Source: an optimization exercise on an open RTL-to-GDS flow (aim: small area, a short achievable clock period and few clock cycles). Production flows keep margins and buffers that such runs may drop. Where RTL was checked, it was by simulation tests only, not by an equivalence proof against the original. Power and IR drop assume default switching activity.

==> inputs of try-quartz <==
## zmc_profile
module zmc_profile #(
    parameter PPR = 2000    
) (
    input             clk,
    input             rst,
    input             in_valid,
    output            in_ready,
    input             in_op,
    input      [31:0] in_now,
    input      [15:0] in_start,
    input      [15:0] in_target,
    input      [15:0] in_time,
    input      [15:0] in_tad,
    output reg        out_valid,
    output     [15:0] pos_sp,
    output reg [1:0]  status
);
==> flow/config.mk <==
export PLATFORM = sky130hd
export DESIGN_NAME = zmc_profile
export DESIGN_NICKNAME = zmc_profile
export VERILOG_FILES = /design/flow/design.v
export SDC_FILE = /design/flow/constraint.sdc
export NUM_CORES = 4
export LEC_CHECK = 0
export CAP_MARGIN = 20
export CORE_MARGIN = 2
export CORE_UTILIZATION = 40
export PLACE_DENSITY = 0.6
export SLEW_MARGIN = 20
==> flow/constraint.sdc <==
create_clock -name core_clock -period 22.0 [get_ports {clk}]
set_input_delay 4.4000 -clock core_clock [delete_from_list [all_inputs] [get_ports {clk}]]
set_output_delay 4.4000 -clock core_clock [all_outputs]
set_load 0.01 [all_outputs]
run.sh (not shown) runs the stock make flow with config.mk's settings and CLKGATE_MAP_FILE= SYNTH_SCRIPT=/design/flow/synth_recipe.tcl, a recipe that flattens the netlist after the stock synthesis.
==> try-ember (differences from try-quartz) <==
--- a/flow/design.v
+++ b/flow/design.v
@@ -3152,93 +3152,77 @@
     input      [15:0] in_start,
     input      [15:0] in_target,
     input      [15:0] in_time,
     input      [15:0] in_tad,
     output reg        out_valid,
     output     [15:0] pos_sp,
     output reg [1:0]  status
 );
-    localparam S_MOVING   = 2'd0;
-    localparam S_COMPLETE = 2'd1;
-    localparam S_REJECTED = 2'd2;
-    localparam S_NOPROF   = 2'd3;
-    localparam SEL_CRU = 2'd0, SEL_ACC = 2'd1, SEL_DEC = 2'd2, SEL_DRV = 2'd3;
+    localparam K_MOV = 3'b000, K_DEC = 3'b010, K_DRV = 3'b100;
+    localparam K_CMP = 3'b011, K_REJ = 3'b001, K_IDL = 3'b101;
     localparam integer F = 17;
-    reg         rdy_q;
+    reg         rdy_q, nrdy;
     assign in_ready = rdy_q;
-    wire        acc = in_valid && rdy_q;
+    wire        acc = in_valid && !nrdy;
     reg         v0, op0;
     reg  [31:0] now0;
     reg  [15:0] tgt0, tim0, tad0;
     reg  [10:0] st0;
     reg         active, cb;
     reg  [31:0] t0;
-    reg  [15:0] pT, pTmA;
+    reg  [15:0] pT;
     reg  [14:0] pA;
     reg  [10:0] pStartN, pEN;         
     reg  [10:0] pStart, pE, pD;
     reg  [30:0] den0, den1;
-    reg  [F:1]  vv, drv, bk, dcc, zq;
-    reg  [1:0]  stt [1:F];
-    wire [16:0] tdiff = {1'b0, tim0} - {1'b0, tad0};           
+    reg  [F:1]  vv, bk, bkn;
+    reg  [2:0]  kd [1:F];
+    wire [F:1]  drv;
+    genvar g;
+    generate
+        for (g = 1; g <= F; g = g + 1) begin : g_drv
+            assign drv[g] = kd[g][2] && !kd[g][0];
+        end
+    endgenerate
     wire        rej   = ({1'b0, tim0} <= {tad0, 1'b0});
     wire [31:0] t     = now0 - t0;
     wire [15:0] t16   = t[15:0];
     wire        fin   = (t[31:16] != 16'd0) || (t16 >= pT);
-    wire        ph_a  = (t16 < {1'b0, pA});
-    wire        ph_d  = (t16 > pTmA);
     wire        dflight = |(vv[F-1:1] & drv[F-1:1]);
     wire        dnr0    = v0 && op0 && !rej;
     wire        hold0   = dnr0 && dflight;
     wire        adv0    = v0 && !hold0;
-    reg  [1:0]  sel_s1, st_s1;
-    reg         dec_s1, zq_s1, bk_s1;
+    reg  [2:0]  k_s1;
     always @* begin
-        sel_s1 = SEL_CRU;
-        bk_s1  = cb;
-        st_s1  = S_MOVING;
-        dec_s1 = 1'b0;
-        zq_s1  = 1'b0;
-        if (op0) begin
-            sel_s1 = SEL_DRV;
-            bk_s1  = !cb;
-            zq_s1  = 1'b1;
-            if (rej) st_s1 = S_REJECTED;
-        end else if (!active) begin
-            st_s1 = S_NOPROF;
-        end else if (fin) begin
-            st_s1  = S_COMPLETE;
-            dec_s1 = 1'b1;
-            zq_s1  = 1'b1;
-        end else if (ph_a) begin
-            sel_s1 = SEL_ACC;
-        end else if (ph_d) begin
-            sel_s1 = SEL_DEC;
-            dec_s1 = 1'b1;
-        end
+        if (op0)          k_s1 = rej ? K_REJ : K_DRV;
+        else if (!active) k_s1 = K_IDL;
+        else if (fin)     k_s1 = K_CMP;
+        else              k_s1 = K_MOV;
     end
+    wire        bk_s1 = op0 ? !cb : cb;
     wire [11:0] e_s = {1'b0, tgt0[10:0]} + {2'b00, tgt0[15:11], 5'd0}
                     + {3'b000, tgt0[15:11], 4'd0};
     wire [10:0] e_m = (e_s >= 12'd2000) ? e_s - 12'd2000 : e_s[10:0];
     reg  [15:0] t16_1;
-    reg  [1:0]  sel_1;
-    wire [15:0] u  = pT - t16_1;
-    wire [16:0] tw = {t16_1, 1'b0} - {2'b00, pA};
-    wire [14:0] ks = (pA == 15'd0) ? 15'd1 : pA;
+    wire [15:0] u    = pT - t16_1;
+    wire        ph_a = (t16_1 < {1'b0, pA});
+    wire        ph_d = (u < {1'b0, pA});
+    wire [16:0] tw   = {t16_1, 1'b0} - {2'b00, pA};
+    wire [15:0] tma  = pT - {1'b0, pA};
+    wire [14:0] ks   = (pA == 15'd0) ? 15'd1 : pA;
     reg  [14:0] a1;
     reg  [16:0] b1;
     always @* begin
-        case (sel_1)
-            SEL_ACC: begin a1 = t16_1[14:0]; b1 = {2'b00, t16_1[14:0]}; end
-            SEL_DEC: begin a1 = u[14:0];     b1 = {2'b00, u[14:0]};     end
-            SEL_DRV: begin a1 = ks;          b1 = {pTmA, 1'b0};         end
-            default: begin a1 = ks;          b1 = tw;                   end
-        endcase
+        if (kd[1][2])  begin a1 = ks;          b1 = {tma, 1'b0};          end
+        else if (ph_a) begin a1 = t16_1[14:0]; b1 = {2'b00, t16_1[14:0]}; end
+        else if (ph_d) begin a1 = u[14:0];     b1 = {2'b00, u[14:0]};     end
+        else           begin a1 = ks;          b1 = tw;                   end
     end
+    wire [2:0]  k_s2 = (kd[1] == K_MOV && !ph_a && ph_d) ? K_DEC : kd[1];
     reg  [14:0] a_2;
     reg  [16:0] b_2;
     wire [30:0] m1s, m1c;
     zmc_mul1 u_mul1 (.a(a_2), .b(b_2), .s(m1s), .c(m1c));
     reg  [30:0] m1s_3, m1c_3;
     wire [30:0] prod = m1s_3 + m1c_3;
     wire [11:0] dsub = {1'b0, pEN} - {1'b0, pStartN};
     wire [10:0] d_n  = dsub[11] ? dsub[10:0] + 11'd2000 : dsub[10:0];
@@ -3254,68 +3238,75 @@
     assign rs[0] = n_6;
     assign qs[0] = 11'd0;
     genvar s;
     generate
         for (s = 0; s < 11; s = s + 1) begin : g_div
             localparam J = 10 - s;
             wire [J+30:0] ro;
             wire          qb;
-            wire [30:0]   dn = bk[6+s] ? den1 : den0;
+            wire [30:0]   dn = {bkn[6+s] ? den0[30:16] : den1[30:16],
+                                bk[6+s]  ? den1[15:0]  : den0[15:0]};
             zmc_pdiv #(.J(J)) u_step (
                 .rem_in(rs[s][J+31:0]), .den(dn), .rem_out(ro), .qbit(qb)
             );
             reg [J+30:0] r_q;
             reg [10-J:0] q_q;
+            wire [10-J:0] qn;
+            if (J < 10) begin : g_qn
+                assign qn = {qs[s][10:J+1], qb};
+            end else begin : g_qn0
+                assign qn = qb;
+            end
             always @(posedge clk) begin
                 r_q <= ro;
-                q_q <= {qs[s][10:J+1], qb};
+                q_q <= qn;
             end
             assign rs[s+1] = {{(11-J){1'b0}}, r_q};
             if (J > 0) begin : g_q
                 assign qs[s+1] = {q_q, {J{1'b0}}};
             end else begin : g_q0
                 assign qs[s+1] = q_q;
             end
         end
     endgenerate
     wire [30:0] rfin = rs[11][30:0];
-    wire [10:0] qe   = zq[F] ? 11'd0 : qs[11];
-    wire        nze  = !zq[F] && (rfin != 31'd0);
-    wire [10:0] base = dcc[F] ? pE : (drv[F] ? pStartN : pStart);
+    wire        zqF  = kd[F][2] || kd[F][0];
+    wire        decF = kd[F][1];
+    wire [10:0] qe   = zqF ? 11'd0 : qs[11];
+    wire        nze  = !zqF && (rfin != 31'd0);
+    wire [10:0] base = decF ? pE : (drv[F] ? pStartN : pStart);
     wire [12:0] sdn  = {2'b00, base} - {2'b00, qe} - {12'd0, nze};
     wire [12:0] sup  = {2'b00, base} + {2'b00, qe};
     wire [12:0] sdm  = sdn[12] ? sdn + 13'd2000 : sdn;
     wire [12:0] sum  = (sup >= 13'd2000) ? sup - 13'd2000 : sup;
-    wire [10:0] posn = dcc[F] ? sdm[10:0] : sum[10:0];
+    wire [10:0] posn = decF ? sdm[10:0] : sum[10:0];
     reg  [10:0] pos_q;
     assign pos_sp = {5'd0, pos_q};
     wire dfl_next = (adv0 && dnr0) || |(vv[F-2:1] & drv[F-2:1]);
     integer k;
     always @(posedge clk) begin
-        if (rdy_q) begin
+        if (!nrdy) begin
             op0  <= in_op;
             now0 <= in_now;
             tgt0 <= in_target;
             st0  <= in_start[10:0];
             tim0 <= in_time;
             tad0 <= in_tad;
         end
         if (v0 && op0) begin
             t0   <= now0;
             pT   <= tim0;
             pA   <= tad0[14:0];
-            pTmA <= tdiff[15:0];
         end
         if (adv0 && dnr0) begin
             pStartN <= st0;
             pEN     <= e_m;
         end
         t16_1 <= t16;
-        sel_1 <= sel_s1;
         a_2   <= a1;
         b_2   <= b1;
         m1s_3 <= m1s;
         m1c_3 <= m1c;
         p_4   <= prod;
         m2s_5 <= m2s;
         m2c_5 <= m2c;
         n_6   <= nn;
@@ -3324,40 +3315,41 @@
             else       den0 <= prod;
             pD <= d_n;
         end
         if (vv[F] && drv[F]) begin
             pStart <= pStartN;
             pE     <= pEN;
         end
         pos_q  <= posn;
-        status <= stt[F];
-        for (k = F; k >= 2; k = k - 1) begin
-            stt[k] <= stt[k-1];
-            dcc[k] <= dcc[k-1];
-            zq[k]  <= zq[k-1];
-            drv[k] <= drv[k-1];
+        status <= {kd[F][0] && !kd[F][1], kd[F][0] && (kd[F][1] || kd[F][2])};
+        for (k = F; k >= 3; k = k - 1) begin
+            kd[k]  <= kd[k-1];
             bk[k]  <= bk[k-1];
+            bkn[k] <= bkn[k-1];
         end
-        stt[1] <= st_s1;
-        dcc[1] <= dec_s1;
-        zq[1]  <= zq_s1;
-        drv[1] <= dnr0;
+        kd[2]  <= k_s2;
+        bk[2]  <= bk[1];
+        bkn[2] <= bkn[1];
+        kd[1]  <= k_s1;
         bk[1]  <= bk_s1;
+        bkn[1] <= !bk_s1;
         if (adv0 && dnr0) cb <= !cb;
         if (rst) begin
             rdy_q     <= 1'b1;
+            nrdy      <= 1'b0;
             v0        <= 1'b0;
             vv        <= {F{1'b0}};
             out_valid <= 1'b0;
             active    <= 1'b0;
         end else begin
             v0 <= acc || hold0;
             vv <= {vv[F-1:1], adv0};
             out_valid <= vv[F];
             if (adv0) begin
                 if (op0) active <= !rej;
                 else if (active && fin) active <= 1'b0;
             end
             rdy_q <= !(((acc && in_op) || hold0) && dfl_next);
+            nrdy  <= ((acc && in_op) || hold0) && dfl_next;
         end
     end
 endmodule
==> comparison table <==
quantity	try-ember	try-quartz
PD cells	166 mW/mm^2	148 mW/mm^2
First-pass iteration count of the detailed router	6	5
Number of synthesized register bits	1116	1151
Yosys cell types	103	84
Mux contribution to synthesized area	0.0702	0.0608
Highest metal layer with signal wires	met5	met4
Adder-cell area share of the yosys netlist	0.227	0.228
Fraction of area in registers	0.298	0.309
Seq pwr share	0.256	0.281
Power attributed to combinational cells	8.13 mW	6.68 mW
Internal power	7.92 mW	7.26 mW
Slowest cell on crit path	sky130_fd_sc_hd__clkdlybuf4s50_1	sky130_fd_sc_hd__dfxtp_4
Net switching share of the total power	0.432	0.416
Design Area, Final	0.0842 sq mm	0.0840 sq mm
Effective utilization at floorplan	0.402	0.402
N_diodes	1	2
Area growth from synthesis to final layout	10.4%	10.3%
Total standard cell area after synthesis	0.0763 sq mm	0.0762 sq mm
Sum of routed wire length over all layers	175000 microns	170000 microns
Run status	finished clean	finished clean
Min Clock Period, post-route	6.09 ns	6.49 ns
Seq power	3.58 mW	3.49 mW
Die X-Extent	441 microns	440 microns
NumNets Final	9082	9071
Testbench counts of try-quartz, summed over its fixed seeds: cycles 12,327.
Function not checked in try-ember: the RTL went through the layout flow alone.

## afterwards: timing with drivers on the ports
No port has a modelled driver above. Below, the same layouts with a new extraction and two added sets of constraints. Step 1: set_driving_cell puts a clkbuf_16 on clk and a buf_2 on each other input, an assumption about the parent block. Step 2 adds t to the input delays and takes it off the output delays; t is the mean of the earliest and latest rising clock arrival at the registers after step 1. Input paths then give back, and output paths get back, about the clock's delay inside the block. a / b / c = ideal / step 1 / step 2; a / b = the first two.
run	t, ns	slack for setup (ns)	worst data-port slew with drivers (ns)
try-quartz	0.854	15.505 / 15.425 / 16.045	0.05
try-ember	0.848	15.910 / 15.829 / 16.152	0.09
After both steps every run listed still meets setup and hold.
